What follows belongs to an exercise in optimizing a design on an open flow for small area, a short achievable clock period and few clock cycles per item; a production flow would make more cautious choices.
Only the layout flow was run in this run; the RTL was not checked for function there.
No activity file was given, so power comes from the tool's default toggle rates.

File: design/flow/standard.sh
#!/bin/bash
# synth_recipe.tcl (not shown) runs the flow's synth.tcl, then flattens the netlist and writes it again
# the make line also repeats each setting of config.mk as NAME=value (left out here)
make -C /OpenROAD-flow-scripts/flow DESIGN_CONFIG=/design/flow/config.mk WORK_HOME=/design/flow/orfs CLKGATE_MAP_FILE= SYNTH_SCRIPT=/design/flow/synth_recipe.tcl "${@:-finish}"
File: design/flow/config.mk
export PLATFORM = sky130hd
export DESIGN_NAME = fm_decoder
export DESIGN_NICKNAME = fm_decoder
export VERILOG_FILES = /design/flow/design.v
export SDC_FILE = /design/flow/constraint.sdc
export NUM_CORES = 4
export LEC_CHECK = 0
export ABC_CLOCK_PERIOD_IN_PS = 5000
export CAP_MARGIN = 30
export CORE_MARGIN = 2
export CORE_UTILIZATION = 55
export CTS_CLUSTER_DIAMETER = 100
export CTS_CLUSTER_SIZE = 25
export PLACE_DENSITY = 0.7
export SLEW_MARGIN = 30
File: design/flow/flow/run.sh
#!/bin/bash
# The standard layout (standard.sh: ORFS synth .. finish, unchanged scripts),
# with the resizer's setup repair asked to keep a larger slack margin so that it
# works on paths the 22 ns clock alone would leave untouched, and with plain
# buffers (instead of the delay cells buffer_ports picks by default) on the
# ports. The SDC, clock period and all other settings are the design's.
set -euo pipefail
export SETUP_SLACK_MARGIN=16
export BUFFER_PORTS_ARGS="-buffer_cell sky130_fd_sc_hd__buf_2"
bash standard.sh > standard_flow.log 2>&1
File: design/flow/design.v
module fm_decoder (
    input  wire         clk,
    input  wire         rst_n,
    input  wire         cmd_valid,
    output reg          cmd_ready,
    input  wire [31:0]  cmd_data,
    output reg          res_valid,
    input  wire         res_ready,
    output reg  [15:0]  res_head,
    output reg  [103:0] res_payload,
    output wire [31:0]  dstat
);
    localparam [1:0] C_NOBAR  = 2'd0,
                     C_NOPROG = 2'd1,
                     C_CSERR  = 2'd2,
                     C_PROG   = 2'd3;
    localparam [3:0] R_OK       = 4'd0,
                     R_EMPTY    = 4'd1,
                     R_LEFT     = 4'd2,
                     R_RIGHT    = 4'd3,
                     R_BARCOUNT = 4'd4,
                     R_SHORT    = 4'd5,
                     R_LONG     = 4'd6,
                     R_GAP      = 4'd7,
                     R_SIG      = 4'd8,
                     R_HTYPE    = 4'd9,
                     R_HINDEX   = 4'd10,
                     R_DIRECT   = 4'd11,
                     R_CSUM     = 4'd12;
    localparam [2:0] E_IDLE  = 3'd0,    
                     E_WAIT  = 3'd1,    
                     E_SRCH  = 3'd2,    
                     E_CLASS = 3'd3,    
                     E_SUM   = 3'd4,    
                     E_DEC   = 3'd5,    
                     E_VER1  = 3'd6,    
                     E_VER2  = 3'd7;    
    reg  [7:0]  last_csum;
    reg  [15:0] row_index;
    reg         aborted;
    reg         err;
    reg         line_open;
    assign dstat = {5'd0, line_open, err, aborted, last_csum, row_index};
    reg  [13:0] rem_b, rem_c, rem_prev;
    reg         q_ref;
    wire [13:0] rem_diff = rem_b - rem_c;
    wire [13:0] rem_eff  = q_ref ? rem_prev : rem_diff;
    wire        rem_nz   = (rem_eff != 14'd0);
    function lt14;
        input [13:0] a, b;
        reg   [15:0] l, e;
        integer i, w;
        begin
            l = {2'b00, ~a & b};
            e = {2'b11, ~(a ^ b)};
            for (w = 16; w > 1; w = w / 2)
                for (i = 0; i < w / 2; i = i + 1) begin
                    l[i] = l[2*i+1] | (e[2*i+1] & l[2*i]);
                    e[i] = e[2*i+1] & e[2*i];
                end
            lt14 = l[0];
        end
    endfunction
    wire        cmd_fire = cmd_valid && cmd_ready;
    wire [3:0]  op       = cmd_data[31:28];
    wire z27_15   = (cmd_data[27:15] == 13'd0);
    wire z27_1    = z27_15 && (cmd_data[14:1] == 14'd0);
    wire z27_0    = z27_1 && !cmd_data[0];
    wire is_scan  = (op == 4'h8) && z27_0;
    wire is_lb    = (op == 4'h9);
    wire is_pix   = (op == 4'hA) && z27_1;
    wire is_le    = (op == 4'hB) && z27_0;
    wire is_run   = (op == 4'hC) && z27_15;
    wire lb_ok  = !aborted && !line_open && lt14(cmd_data[13:0], cmd_data[27:14]);
    wire run_ok = line_open && (is_pix ? rem_nz : !lt14(rem_eff, cmd_data[13:0]));
    wire le_ok  = line_open && !rem_nz;
    wire a_refuse = cmd_data[31] && !is_scan &&
                    !(is_lb && lb_ok) && !((is_pix || is_run) && run_ok) && !(is_le && le_ok);
    reg  [14:0] q_data;
    reg         q_begin, q_run, q_pix, q_end;
    reg  [2:0]  est;
    always @(posedge clk) begin
        rem_prev <= rem_eff;
        if (cmd_fire && op == 4'h9) begin
            rem_b <= cmd_data[27:14];
            rem_c <= cmd_data[13:0];
        end else begin
            rem_b <= rem_eff;
            if (cmd_fire && op == 4'hA)
                rem_c <= 14'd1;
            else if (cmd_fire && op == 4'hC)
                rem_c <= cmd_data[13:0];
            else
                rem_c <= 14'd0;
        end
    end
    always @(posedge clk or negedge rst_n) begin
        if (!rst_n) begin
            q_begin <= 1'b0;
            q_run   <= 1'b0;
            q_pix   <= 1'b0;
            q_end   <= 1'b0;
            q_ref   <= 1'b0;
        end else begin
            q_ref   <= cmd_fire && a_refuse;
            q_begin <= cmd_fire && is_lb && lb_ok;
            q_run   <= cmd_fire && is_run && run_ok;
            q_pix   <= cmd_fire && is_pix && run_ok;
            q_end   <= cmd_fire && is_le && le_ok;
        end
    end
    always @(posedge clk)
        q_data <= cmd_data[14:0];
    reg  [13:0] left_b, right_b;
    always @(posedge clk)
        if (cmd_fire && op == 4'h9 && !line_open && !aborted) begin
            left_b  <= cmd_data[13:0];
            right_b <= cmd_data[27:14];
        end
    reg         seen_fg, prev_fg;
    reg         left_fail;         
    reg  [13:0] rem_last;          
    reg  [7:0]  n_black;           
    reg  [9:0]  cur_black;         
    reg  [10:0] cur_white, gap_min, gap_max;
    reg  [9:0]  orw;               
    wire [13:0] b_count = q_pix ? 14'd1 : {q_data[13:0]};
    wire        b_fg    = q_pix ? q_data[0] : q_data[14];
    wire        b_act   = (q_run || q_pix) && (b_count != 14'd0);
    wire [13:0] b_fx    = right_b - rem_b;            
    wire [14:0] b_grow  = {5'd0, cur_black} + {1'b0, b_count};
    wire [9:0]  b_wnew  = (b_count >= 14'd1023) ? 10'd1023 : b_count[9:0];
    wire [9:0]  b_wgrow = (b_grow >= 15'd1023) ? 10'd1023 : b_grow[9:0];
    wire [17:0] b_x10   = {1'b0, b_fx, 3'b000} + {3'b000, b_fx, 1'b0};
    wire [11:0] b_white = {1'b0, cur_white} + {1'b0, b_count[10:0]};
    wire [17:0] b_l13   = {left_b, 3'b000} + {1'b0, left_b, 2'b00} + {4'd0, left_b};
    reg         bw_we;
    reg  [7:0]  bw_idx;
    reg  [9:0]  bw_wd;              
    always @* begin
        bw_we  = 1'b0;
        bw_idx = n_black;
        bw_wd  = b_wnew;
        if (b_act && b_fg) begin
            if (!seen_fg) begin
                bw_we  = 1'b1;
                bw_idx = 8'd0;
            end else if (prev_fg) begin
                bw_we  = (n_black <= 8'd132);
                bw_idx = n_black - 8'd1;
                bw_wd  = b_wgrow;
            end else begin
                bw_we  = (n_black <= 8'd131);
                bw_idx = n_black;
            end
        end
    end
    wire [8:0]  bw_wd9 = (bw_wd >= 10'd511) ? 9'd511 : bw_wd[8:0];
    wire [7:0]  bw_wd8 = (bw_wd >= 10'd255) ? 8'd255 : bw_wd[7:0];
    wire        bw_wr  = bw_we;
    always @(posedge clk) begin
        if (q_begin) begin
            seen_fg   <= 1'b0;
            prev_fg   <= 1'b0;
            n_black   <= 8'd0;
            cur_white <= 11'd0;
            gap_min   <= 11'h7FF;
            gap_max   <= 11'd0;
            orw       <= 10'd0;
        end else if (b_act) begin
            if (b_fg) begin
                if (!seen_fg) begin
                    seen_fg   <= 1'b1;
                    left_fail <= (b_x10 > b_l13);
                    n_black   <= 8'd1;
                    cur_black <= b_wnew;
                end else if (prev_fg) begin
                    cur_black <= b_wgrow;
                end else begin
                    if (cur_white < gap_min) gap_min <= cur_white;
                    if (cur_white > gap_max) gap_max <= cur_white;
                    cur_white <= 11'd0;
                    cur_black <= b_wnew;
                    if (n_black != 8'd133)
                        n_black <= n_black + 8'd1;
                end
                rem_last <= rem_diff;
            end else begin
                if (seen_fg)
                    cur_white <= (b_count >= 14'd2047 || b_white[11]) ? 11'h7FF : b_white[10:0];
            end
            prev_fg <= b_fg;
            if (bw_we)
                orw <= orw | bw_wd;
        end
    end
    wire [17:0] g_rem10  = {1'b0, rem_last, 3'b000} + {3'b000, rem_last, 1'b0} + 18'd10;
    wire [17:0] g_r3     = {3'b000, right_b, 1'b0} + {4'd0, right_b};
    wire [12:0] g_min3   = {1'b0, gap_min, 1'b0} + {2'd0, gap_min};
    reg  [3:0] g_reason;
    always @* begin
        if (!seen_fg)                                   g_reason = R_EMPTY;
        else if (left_fail)                             g_reason = R_LEFT;
        else if (g_r3 < g_rem10)                        g_reason = R_RIGHT;
        else if (n_black > 8'd132)                      g_reason = R_LONG;
        else if (n_black < 8'd12 || n_black[2:0] != 3'd4) g_reason = R_BARCOUNT;
        else if (n_black < 8'd36)                       g_reason = R_SHORT;
        else if ({2'b0, gap_max} > g_min3)              g_reason = R_GAP;
        else                                            g_reason = R_OK;
    end
    wire [9:0] orw_next  = q_begin ? 10'd0 : ((b_act && bw_we) ? (orw | bw_wd) : orw);
    wire [9:0] orw_smear = orw_next | {1'b0, orw_next[9:1]} | {2'b0, orw_next[9:2]} |
                           {3'b0, orw_next[9:3]} | {4'b0, orw_next[9:4]} | {5'b0, orw_next[9:5]} |
                           {6'b0, orw_next[9:6]} | {7'b0, orw_next[9:7]} | {8'b0, orw_next[9:8]} |
                           {9'b0, orw_next[9]};
    reg [3:0] g_msb;
    integer mi;
    always @* begin
        g_msb = 4'd0;
        for (mi = 0; mi < 10; mi = mi + 1)
            if (orw[mi]) g_msb = mi[3:0];
    end
    reg  [9:0]   cmp_v;            
    wire [11:0]  vblk = {n_black >= 8'd132, n_black >= 8'd124, n_black >= 8'd116,
                         n_black >= 8'd108, n_black >= 8'd100, n_black >= 8'd92,
                         n_black >= 8'd84,  n_black >= 8'd76,  n_black >= 8'd68,
                         n_black >= 8'd60,  n_black >= 8'd52,  n_black >= 8'd44};
    wire [131:0] valid = {{8{vblk[11]}}, {8{vblk[10]}}, {8{vblk[9]}}, {8{vblk[8]}},
                          {8{vblk[7]}},  {8{vblk[6]}},  {8{vblk[5]}}, {8{vblk[4]}},
                          {8{vblk[3]}},  {8{vblk[2]}},  {8{vblk[1]}}, {8{vblk[0]}},
                          36'hF_FFFF_FFFF};
    function le10;
        input [9:0] a, b;
        integer k;
        reg c;
        begin
            c = 1'b1;
            for (k = 0; k < 10; k = k + 1)
                c = (~a[k] & b[k]) | (~a[k] & c) | (b[k] & c);
            le10 = c;
        end
    endfunction
    wire [131:0] le;               
    genvar gi;
    generate
        for (gi = 0; gi < 132; gi = gi + 1) begin : g_bw
            if (gi < 60) begin : g10
                reg [9:0] w;
                always @(posedge clk)
                    if (bw_wr && bw_idx == gi) w <= bw_wd;
                assign le[gi] = le10(w, cmp_v);
            end else if (gi < 124) begin : g9
                reg [8:0] w;
                always @(posedge clk)
                    if (bw_wr && bw_idx == gi) w <= bw_wd9;
                assign le[gi] = cmp_v[9] | le10({1'b0, w}, {1'b0, cmp_v[8:0]});
            end else begin : g8
                reg [7:0] w;
                always @(posedge clk)
                    if (bw_wr && bw_idx == gi) w <= bw_wd8;
                assign le[gi] = (cmp_v[9:8] != 2'b00) | le10({2'b00, w}, {2'b00, cmp_v[7:0]});
            end
        end
    endgenerate
    wire [131:0] le_v = le & valid;
    wire [47:0] pc;
    genvar gp;
    generate
        for (gp = 0; gp < 12; gp = gp + 1) begin : g_pc
            fm_pc11 u_pc (.b(le_v[11*gp+10:11*gp]), .s(pc[4*gp+3:4*gp]));
        end
    endgenerate
    reg  [47:0] part;
    reg  [9:0]  p_lo, p_up;        
    reg  [3:0]  bit_lo, bit_up;    
    function [17:0] csa9;
        input [8:0] a, b, c;
        reg   [8:0] cy;
        begin
            cy    = (a & b) | (a & c) | (b & c);
            csa9  = {a ^ b ^ c, cy[7:0], 1'b0};
        end
    endfunction
    function ge256;
        input [8:0] a, b;
        reg   [7:0] g, q;
        reg   [7:0] g1, q1;
        reg   [7:0] g2, q2;
        reg   [7:0] g3;
        integer i;
        begin
            g = a[7:0] & b[7:0];
            q = a[7:0] | b[7:0];
            for (i = 0; i < 8; i = i + 1) begin
                g1[i] = (i >= 1) ? (g[i] | (q[i] & g[i-1])) : g[i];
                q1[i] = (i >= 1) ? (q[i] & q[i-1]) : q[i];
            end
            for (i = 0; i < 8; i = i + 1) begin
                g2[i] = (i >= 2) ? (g1[i] | (q1[i] & g1[i-2])) : g1[i];
                q2[i] = (i >= 2) ? (q1[i] & q1[i-2]) : q1[i];
            end
            for (i = 0; i < 8; i = i + 1)
                g3[i] = (i >= 4) ? (g2[i] | (q2[i] & g2[i-4])) : g2[i];
            ge256 = a[8] ^ b[8] ^ g3[7];
        end
    endfunction
    wire [8:0]  thr_h  = 9'd256 - {2'b00, n_black[7:1]};    
    wire [17:0] k1a = csa9({5'd0, part[3:0]},   {5'd0, part[7:4]},   {5'd0, part[11:8]});
    wire [17:0] k1b = csa9({5'd0, part[15:12]}, {5'd0, part[19:16]}, {5'd0, part[23:20]});
    wire [17:0] k1c = csa9({5'd0, part[27:24]}, {5'd0, part[31:28]}, {5'd0, part[35:32]});
    wire [17:0] k1d = csa9({5'd0, part[39:36]}, {5'd0, part[43:40]}, {5'd0, part[47:44]});
    wire [17:0] k2a = csa9(k1a[17:9], k1a[8:0], k1b[17:9]);
    wire [17:0] k2b = csa9(k1b[8:0],  k1c[17:9], k1c[8:0]);
    wire [17:0] k2c = csa9(k1d[17:9], k1d[8:0], thr_h);
    wire [17:0] k3a = csa9(k2a[17:9], k2a[8:0], k2b[17:9]);
    wire [17:0] k3b = csa9(k2b[8:0],  k2c[17:9], k2c[8:0]);
    wire [17:0] k4a = csa9(k3a[17:9], k3a[8:0], k3b[17:9]);
    wire [17:0] k6h = csa9(k4a[17:9], k4a[8:0], k3b[8:0]);
    wire [17:0] k6u = csa9(k6h[17:9], k6h[8:0], 9'h1FF);
    wire        ge_h  = ge256(k6h[17:9], k6h[8:0]);
    wire        ge_h1 = ge256(k6u[17:9], k6u[8:0]);
    reg  [1:0]  ph;
    reg         en_q, skip_up, up_pend;
    wire        rsel_up = (ph == 2'd0) || (est == E_CLASS);
    wire        enough = en_q;
    wire [3:0]  rbit   = rsel_up ? bit_up : bit_lo;
    wire [9:0]  rpre   = rsel_up ? p_up : p_lo;
    wire [9:0]  rbitm  = 10'd1 << rbit;
    wire [9:0]  rnew   = enough ? rpre : (rpre | rbitm);
    wire [9:0]  rnext  = rnew | ((rbitm >> 1) - 10'd1) ;
    wire [131:0] cls = ~le;        
    reg  [127:0] pk;
    integer bi;
    always @* begin
        for (bi = 0; bi < 128; bi = bi + 1)
            pk[127-bi] = cls[2+bi];
    end
    wire [15:0] byte_ok = {vblk, 4'hF};
    wire [127:0] pk_m;
    genvar gj;
    generate
        for (gj = 0; gj < 16; gj = gj + 1) begin : g_mask
            assign pk_m[127-8*gj -: 8] = pk[127-8*gj -: 8] & {8{byte_ok[gj]}};
        end
    endgenerate
    reg c_sig;
    always @* begin
        case (n_black[7:3])
            5'd4:  c_sig = cls[34]  && !cls[35];
            5'd5:  c_sig = cls[42]  && !cls[43];
            5'd6:  c_sig = cls[50]  && !cls[51];
            5'd7:  c_sig = cls[58]  && !cls[59];
            5'd8:  c_sig = cls[66]  && !cls[67];
            5'd9:  c_sig = cls[74]  && !cls[75];
            5'd10: c_sig = cls[82]  && !cls[83];
            5'd11: c_sig = cls[90]  && !cls[91];
            5'd12: c_sig = cls[98]  && !cls[99];
            5'd13: c_sig = cls[106] && !cls[107];
            5'd14: c_sig = cls[114] && !cls[115];
            5'd15: c_sig = cls[122] && !cls[123];
            default: c_sig = cls[130] && !cls[131];
        endcase
        c_sig = c_sig && !cls[0] && !cls[1];
    end
    reg  [7:0]  row0, row1, row2;
    reg         sig_ok;
    reg  [15:0] zcs;               
    function [15:0] csa8;
        input [7:0] a, b, c;
        reg   [7:0] cy;
        begin
            cy   = (a & b) | (a & c) | (b & c);
            csa8 = {a ^ b ^ c, cy[6:0], cy[7]};
        end
    endfunction
    function [7:0] eac8;
        input [7:0] a, b;
        reg   [8:0] t;
        begin
            t    = {1'b0, a} + {1'b0, b};
            eac8 = t[8] ? (t[7:0] + 8'd1) : t[7:0];
        end
    endfunction
    wire [7:0] sb1  = row1;
    wire [7:0] sb2  = row2;
    wire [7:0] sb3  = res_payload[7:0];
    wire [7:0] sb4  = res_payload[15:8];
    wire [7:0] sb5  = res_payload[23:16];
    wire [7:0] sb6  = res_payload[31:24];
    wire [7:0] sb7  = res_payload[39:32];
    wire [7:0] sb8  = res_payload[47:40];
    wire [7:0] sb9  = res_payload[55:48];
    wire [7:0] sb10 = res_payload[63:56];
    wire [7:0] sb11 = res_payload[71:64];
    wire [7:0] sb12 = res_payload[79:72];
    wire [7:0] sb13 = res_payload[87:80];
    wire [7:0] sb14 = res_payload[95:88];
    wire [7:0] sb15 = res_payload[103:96];
    wire [15:0] l1a = csa8(sb1,  sb2,  sb3);
    wire [15:0] l1b = csa8(sb4,  sb5,  sb6);
    wire [15:0] l1c = csa8(sb7,  sb8,  sb9);
    wire [15:0] l1d = csa8(sb10, sb11, sb12);
    wire [15:0] l1e = csa8(sb13, sb14, sb15);
    wire [15:0] l2a = csa8(l1a[15:8], l1a[7:0], l1b[15:8]);
    wire [15:0] l2b = csa8(l1b[7:0],  l1c[15:8], l1c[7:0]);
    wire [15:0] l2c = csa8(l1d[15:8], l1d[7:0], l1e[15:8]);
    wire [15:0] l3a = csa8(l2a[15:8], l2a[7:0], l2b[15:8]);
    wire [15:0] l3b = csa8(l2b[7:0],  l2c[15:8], l2c[7:0]);
    wire [15:0] l4a = csa8(l3a[15:8], l3a[7:0], l3b[15:8]);
    wire [15:0] l5a = csa8(l4a[15:8], l4a[7:0], l3b[7:0]);
    wire [15:0] l6a = csa8(l5a[15:8], l5a[7:0], l1e[7:0]);
    wire [15:0] d_cs     = csa8(zcs[15:8], zcs[7:0], last_csum);
    wire [7:0]  d_chain  = eac8(d_cs[15:8], d_cs[7:0]);
    wire [7:0]  d_zero   = eac8(zcs[15:8], zcs[7:0]);
    wire [4:0]  d_k      = n_black[7:3];
    wire [4:0]  d_len    = d_k - 5'd3;
    reg  [1:0]  d_class;
    reg  [3:0]  d_reason;
    always @* begin
        if (!sig_ok) begin
            d_class = C_NOBAR;  d_reason = R_SIG;
        end else if (row1[7:4] != 4'd1) begin
            d_class = C_NOPROG; d_reason = R_HTYPE;
        end else if (row1[3:0] != row_index[3:0]) begin
            d_class = C_NOPROG; d_reason = R_HINDEX;
        end else if (d_chain == row0) begin
            d_class = C_PROG;   d_reason = R_OK;
        end else if (d_len < 5'd10 && d_zero == row0) begin
            d_class = C_NOPROG; d_reason = R_DIRECT;
        end else begin
            d_class = C_CSERR;  d_reason = R_CSUM;
        end
    end
    reg         pass2;
    reg  [9:0]  tp;
    reg         tp_ok, ver1, up_unk;
    wire        ver_ok     = ver1 && ge_h;
    wire        res_free   = !res_valid;
    wire        geo_go     = (est == E_WAIT || q_end) && res_free;
    wire        geo_fail   = (g_reason != R_OK);
    wire        dec_retry  = (est == E_DEC) && !pass2 && (d_class == C_CSERR);
    wire        dec_commit = ((est == E_DEC) && !dec_retry) || (geo_go && geo_fail);
    wire        dec_again  = dec_retry && up_unk;
    wire        dec_take2  = pass2 && (d_class != C_PROG);
    wire [1:0]  out_class  = (est == E_DEC) ? (dec_take2 ? C_CSERR : d_class)  : C_NOBAR;
    wire [3:0]  out_reason = (est == E_DEC) ? (dec_take2 ? R_CSUM  : d_reason) : g_reason;
    wire [3:0]  out_len    = (out_class == C_PROG) ? d_len[3:0] : 4'd0;
    wire        out_upper  = (est == E_DEC) && pass2;
    wire        lo_last    = (est == E_SRCH) && (ph == 2'd2) && (bit_lo == 4'd0);
    always @(posedge clk or negedge rst_n) begin
        if (!rst_n) begin
            est       <= E_IDLE;
            cmd_ready <= 1'b1;
            res_valid <= 1'b0;
            tp_ok     <= 1'b0;
        end else begin
            if (est == E_SUM)
                tp_ok <= 1'b1;
            if (res_valid && res_ready)
                res_valid <= 1'b0;
            if (cmd_fire && is_le && le_ok)
                cmd_ready <= 1'b0;
            if (dec_commit) begin
                res_valid <= 1'b1;
                cmd_ready <= 1'b1;
                est       <= E_IDLE;
            end else if (geo_go) begin
                est <= tp_ok ? E_VER1 : E_SRCH;
            end else if (q_end) begin
                est <= E_WAIT;
            end else begin
                case (est)
                E_SRCH:  if (lo_last) est <= E_CLASS;
                E_CLASS: est <= E_SUM;
                E_SUM:   est <= E_DEC;
                E_DEC:   if (dec_again) est <= E_SRCH;
                         else if (dec_retry) est <= E_CLASS;
                E_VER1:  est <= E_VER2;
                E_VER2:  est <= ver_ok ? E_SUM : E_SRCH;
                default: ;
                endcase
            end
        end
    end
    always @(posedge clk) begin
        part <= pc;
        if (geo_go) begin
            p_lo    <= 10'd0;
            p_up    <= 10'd0;
            bit_lo  <= g_msb;
            bit_up  <= g_msb;
            ph      <= 2'd1;
            skip_up <= 1'b0;
            up_pend <= 1'b0;
            pass2   <= 1'b0;
            up_unk  <= 1'b0;
            if (tp_ok)
                cmp_v <= tp;
        end else if (est == E_VER1) begin
            ver1 <= !ge_h;
        end else if (est == E_VER2) begin
            p_lo    <= tp;
            p_up    <= tp;
            up_unk  <= ver_ok && !ge_h1;
            ph      <= 2'd0;
            skip_up <= 1'b1;
            cmp_v   <= {1'b0, orw_smear[9:1]};
        end else if (est == E_SRCH) begin
            case (ph)
            2'd0: begin
                if (!skip_up) begin
                    p_up   <= rnew;
                    bit_up <= bit_up - 4'd1;
                    cmp_v  <= rnext;
                end else begin
                    p_lo   <= 10'd0;
                    p_up   <= 10'd0;
                end
                skip_up <= 1'b0;
                ph      <= 2'd1;
            end
            2'd1: begin
                en_q <= ge_h;
                ph   <= 2'd2;
            end
            default: begin
                p_lo    <= rnew;
                bit_lo  <= bit_lo - 4'd1;
                cmp_v   <= (bit_lo == 4'd0) ? rnew : rnext;
                en_q    <= ge_h1;
                up_pend <= (bit_lo == 4'd0);
                ph      <= 2'd0;
            end
            endcase
        end else if (est == E_CLASS) begin
            up_pend <= 1'b0;
            if (up_pend)
                p_up <= rnew;
        end else if (dec_again) begin
            p_lo    <= 10'd0;
            p_up    <= 10'd0;
            bit_lo  <= g_msb;
            bit_up  <= g_msb;
            ph      <= 2'd0;
            skip_up <= 1'b1;
            up_unk  <= 1'b0;
            cmp_v   <= {1'b0, orw_smear[9:1]};
        end else if (dec_retry) begin
            cmp_v <= p_up;
            pass2 <= 1'b1;
        end else if (est == E_IDLE || est == E_WAIT) begin
            cmp_v <= tp_ok ? (tp - 10'd1) : {1'b0, orw_smear[9:1]};
        end
        if (est == E_SUM)
            tp <= p_lo;
    end
    always @(posedge clk) begin
        if (est == E_CLASS || est == E_VER2) begin
            row0        <= pk_m[127:120];
            row1        <= pk_m[119:112];
            row2        <= pk_m[111:104];
            res_payload <= {pk_m[7:0],   pk_m[15:8],  pk_m[23:16], pk_m[31:24],
                            pk_m[39:32], pk_m[47:40], pk_m[55:48], pk_m[63:56],
                            pk_m[71:64], pk_m[79:72], pk_m[87:80], pk_m[95:88],
                            pk_m[103:96]};
            sig_ok      <= c_sig;
        end
        if (est == E_SUM)
            zcs <= l6a;
        if (dec_commit) begin
            res_head <= {5'd0, out_len, out_upper, out_reason, out_class};
            if (out_class != C_PROG)
                res_payload <= 104'd0;
        end
    end
    always @(posedge clk or negedge rst_n) begin
        if (!rst_n) begin
            last_csum <= 8'd0;
            row_index <= 16'd0;
            aborted   <= 1'b0;
            err       <= 1'b0;
            line_open <= 1'b0;
        end else begin
            if (cmd_fire) begin
                if (is_scan) begin
                    last_csum <= 8'd0;
                    row_index <= 16'd0;
                    aborted   <= 1'b0;
                    err       <= 1'b0;
                    line_open <= 1'b0;
                end else begin
                    if (a_refuse) err <= 1'b1;
                    if (is_lb && lb_ok) line_open <= 1'b1;
                    if (is_le && le_ok) line_open <= 1'b0;
                end
            end
            if (dec_commit) begin
                if (out_class == C_PROG) begin
                    last_csum <= row0;
                    row_index <= row_index + 16'd1;
                end
                if (out_class == C_CSERR)
                    aborted <= 1'b1;
            end
        end
    end
endmodule
module fm_pc11 (input wire [10:0] b, output wire [3:0] s);
    wire t1, t2, t3, t4, t5, t6, t7, t8, t9, t10, t11, t12, t13, t14;
    assign t1 = b[0] ^ b[1] ^ b[2];
    assign t2 = (b[0] & b[1]) | (b[0] & b[2]) | (b[1] & b[2]);
    assign t3 = b[3] ^ b[4] ^ b[5];
    assign t4 = (b[3] & b[4]) | (b[3] & b[5]) | (b[4] & b[5]);
    assign t5 = b[6] ^ b[7] ^ b[8];
    assign t6 = (b[6] & b[7]) | (b[6] & b[8]) | (b[7] & b[8]);
    assign t7 = b[9] ^ b[10];
    assign t8 = b[9] & b[10];
    assign t9 = t1 ^ t3 ^ t5;
    assign t10 = (t1 & t3) | (t1 & t5) | (t3 & t5);
    assign t11 = t2 ^ t4 ^ t6;
    assign t12 = (t2 & t4) | (t2 & t6) | (t4 & t6);
    assign t13 = t10 ^ t11 ^ t8;
    assign t14 = (t10 & t11) | (t10 & t8) | (t11 & t8);
    assign s = {1'b0, t14, t13, t9} + {1'b0, t12, 1'b0, t7};
endmodule
File: design/flow/constraint.sdc
create_clock -name core_clock -period 22.0 [get_ports {clk}]
set_input_delay 4.4000 -clock core_clock [delete_from_list [all_inputs] [get_ports {clk}]]
set_output_delay 4.4000 -clock core_clock [all_outputs]
set_load 0.01 [all_outputs]
==> results.sh <==
export IMPL_multiInputGateArea_um2=36700
export IMPL_coreArea_um2=158000
export IMPL_power_total_mw=6.18
export IMPL_worstSetupEndpointType="flip-flop"
export IMPL_firstDrtPassIters=8
export IMPL_final_cells=9383
export IMPL_power_density_nw_per_um2=65.4
export IMPL_synth_cells=7162
export IMPL_ff2ff_setup_slack_ns=16.06
export IMPL_final_common_cell="edfxtp_1"
export IMPL_min_period_ns=6.01
export IMPL_synthesis_area_um2=87800
export IMPL_crit_type="in -> reg"
export IMPL_clockBufferDepth=3
export IMPL_syn_avg_cell_area_um2=12.3
export IMPL_path_cells="buf_12, clkinv_8, ha_4, and3b_1, o21a_1, o21a_1, o21a_1, o21a_1, o211ai_1, a21boi_2, o31a_1, nor3_2, a22oi_1, a21oi_1"
export IMPL_finalSetupViolations=0
export IMPL_start_kind="primary input"
export IMPL_grt_start_max_net_pins=73
export IMPL_synthArstFlopShare=0.0224
export IMPL_r2r_worst_path_cells=19
export IMPL_cts_buffers=81
export IMPL_drt_iter0_markers=7237
export IMPL_status="timing/DRC/antenna clean"
export IMPL_synth_ff_type="edfxtp_1"
export IMPL_placed_cells=9168
export IMPL_cts_root_buf="clkbuf_16"
export IMPL_tns_ns=0
export IMPL_portBuffers=179
export IMPL_hold_violations=0
export IMPL_crit_start="cmd_data[1]"
export IMPL_synth_cell_types=92
export IMPL_placed_cell_area_um2=90800
export IMPL_r2r_start="cmp_v[0]$_DFFE_PP_"
export IMPL_grt_overflow_total=0
export IMPL_clkTransAtPathRegs_ns=0.11
export IMPL_critPathMaxFanout=3
export IMPL_setup_worst_path_end="err$_DFFE_PN0P_"
export IMPL_rsz0062_at_grt="yes"
export IMPL_finClkSkew_ns=0.0655
export IMPL_antenna_left=0
export IMPL_final_max_slew_violation_count=0
export IMPL_clock_sinks=1700
export IMPL_final_area_um2=94600
export IMPL_path_delay_family="compound AO/OA/AOI/OAI gates"
export IMPL_hold_path_class="reg -> reg"
export IMPL_fill_cells=12460
export IMPL_worst_endpoint_arrival_ns=6.70
export IMPL_pre_cts_ws_ns=14.60
export IMPL_cpMaxStageDelayCell="o31a_1"
export IMPL_tritoncts="done"
export IMPL_fmax_mhz=166
export IMPL_leakage_nw=37.2
export IMPL_grtUsageTotal=0.323
export IMPL_ys_seq_area_frac=0.547
export IMPL_synth_edff_count=1375
export IMPL_finalWorstSetupSlack_ns=15.99
export IMPL_grt_pass1_wl_um=386000
export IMPL_path_buf_inv=2
export IMPL_crit_required_ns=22.69
export IMPL_post_drt_wl_per_cell_um=28.5
export IMPL_die_w_um=403
export IMPL_dieArea_um2=163000
export IMPL_nets=7840
export IMPL_htreeDepth=3
export IMPL_start_util=0.554
export IMPL_vdd_drop_max_mv=0.114
export IMPL_syn_to_final_growth_pct=7.74
export IMPL_critPathMaxStageDelay_ns=0.30
export IMPL_fin_crit_sh=0.273
export IMPL_drc=0
export IMPL_reg2reg_to="part[7]$_DFF_P_"
export IMPL_row_count=146
export IMPL_vias=59386
export IMPL_yosysWarnings=1
export IMPL_worst_path_most_repeated_cell="o21a_1"
export IMPL_maxCapViolations=0
export IMPL_dpl_hpwl_um=177000
export IMPL_worstHoldPathCells=0
export IMPL_ys_ff_latch=1700
export IMPL_num_io_pins=190
export IMPL_relSlewSlack=0.203
export IMPL_antenna_found_initial=16
export IMPL_worst_path_stages=14
export IMPL_drt_total_wl_um=268000
export IMPL_viasPerCell=6.33
export IMPL_mostFrequentLayoutCells="1375 x edfxtp_1, 545 x inv_1, 527 x maj3_1, 394 x nor2_1, 381 x nand2_1"
export IMPL_clk_latency_ns=0.78
export IMPL_gp_congestion=0.970
export IMPL_seq_area_um2=48000
export IMPL_die_y_um=403
export IMPL_tightest_slew_ns=1.20
export IMPL_grt_pass1_vias=56730
export IMPL_drive_above_1_share=0.132
==> cell families after synthesis <==
kind of cell,share of synthesized area
compound gates,0.0921
xor+xnor,0.0172
fa+ha+maj,0.200
buf+inv,0.0414
flops,0.547
mux,0.00627
other cells,0.0000427
simple gates,0.0964
==> layer usage <==
layer  track usage  part of all wire  vias up
li1              -                 -    26190
met2         0.498              0.44     2992
met1         0.452              0.41    29723
met3        0.0619              0.10      475
met5             0           0.00013        -
met4         0.133             0.046        6
==> synthesized netlist by cell type (53+ instances only) <==
library cell,instances,share of area
dfxtp_1,287,0.065
o21ai_0,244,0.014
xor2_1,66,0.0066
nand2b_1,115,0.0082
o21a_1,63,0.0054
nand3_1,156,0.0089
maj3_2,286,0.037
edfxtp_1,1375,0.47
nand2_1,394,0.017
a21oi_1,317,0.018
nor2b_1,194,0.014
o2111ai_1,71,0.0071
a21o_1,53,0.0045
fa_1,244,0.056
maj3_1,540,0.062
clkbuf_1,268,0.011
nor2_1,428,0.018
ha_1,322,0.046
nand4_1,80,0.0057
inv_1,567,0.024
nor3_1,91,0.0052
xnor2_1,104,0.010
==> power breakdown <==
group          total [mW]  internal [mW]  switching, mW
Combinational       0.890          0.384          0.506
Clock                1.81          0.731           1.08
Sequential           3.48           3.47         0.0155
==> state kept, by name, summed over array words and instances (netlist names), 11 cells and up <==
name	flops
g_bw.g10.w	600
g_bw.genblk1.g9.w	576
res_payload	104
g_bw.genblk1.g8.w	64
part	48
row_index	16
zcs	16
q_data	15
left_b	14
rem_b	14
rem_c	14
rem_last	14
rem_prev	14
right_b	14
cur_white	11
gap_max	11
gap_min	11
res_head	11
==> stage by stage <==
| step | util | hold WS, ns |
|---|---|---|
| 2_1_floorplan | - | 0.430 |
| 3_3_place_gp | 0.573 | 0.435 |
| 3_5_place_dp | 0.573 | 0.440 |
| 4_1_cts | 0.593 | 0.471 |
| 5_1_grt | 0.597 | 0.486 |
| 6_report | 0.597 | 0.474 |
==> layout make-up <==
cell class,count,share of cell area
repair inverters,2,0.000185
flip-flops and latches,1700,0.508
repair buffers,331,0.0264
clock buffers,136,0.0238
inverters,575,0.0241
diodes,4,0.000106
well taps,2072,0.0274
clock inverters,16,0.00259
multi-input cells,4547,0.388
==> how the worst min path moves through the flow <==
| stage | startpoint | to | slack, ns |
|---|---|---|---|
| detailed placement | p_lo[1]$_SDFFE_PP0P_ | tp[1]$_DFFE_PP_ | 0.44 |
| global route | p_lo[3]$_SDFFE_PP0P_ | tp[3]$_DFFE_PP_ | 0.49 |
| global placement | p_lo[1]$_SDFFE_PP0P_ | tp[1]$_DFFE_PP_ | 0.44 |
| finish | p_lo[6]$_SDFFE_PP0P_ | tp[6]$_DFFE_PP_ | 0.47 |
| floorplan | p_lo[0]$_SDFFE_PP0P_ | tp[0]$_DFFE_PP_ | 0.43 |
| CTS | p_lo[1]$_SDFFE_PP0P_ | tp[1]$_DFFE_PP_ | 0.47 |
==> timing repair <==
| action | in CTS | in global routing |
|---|---|---|
| gates cloned | 6 | 5 |
| setup endpoints to repair | 241 | 524 |
| pin swaps | 13 | 38 |
| setup buffers | 22 | 25 |
| hold buffers | 0 | 0 |
| hold endpoints to repair | 0 | 0 |
| gates resized for setup | 74 | 98 |

-- afterwards: timing with drivers on the ports --
In the flow no input, the clock included, has a driving cell. The finished layout below was timed again as built, in two steps. Step 1 assumes that a clkbuf_16 drives the clock port and a buf_2 every other input. Step 2, shift: input delay + t, output delay - t, t = (earliest + latest rising clock arrival at the registers) / 2. This alone moves slack from input paths to output paths. a / b / c = no drivers / after step 1 / after step 2; a / b = the first two.
t (ns): 0.838
setup slack, ns: 15.987 / 15.895 / 15.179
worst slew at a driven data input, ns: 0.08
pins driven straight from the clock port: 1
After both steps setup and hold are still met in this run. The setup slack of this run moves by -0.092 ns with the drivers and by -0.808 ns with both steps.
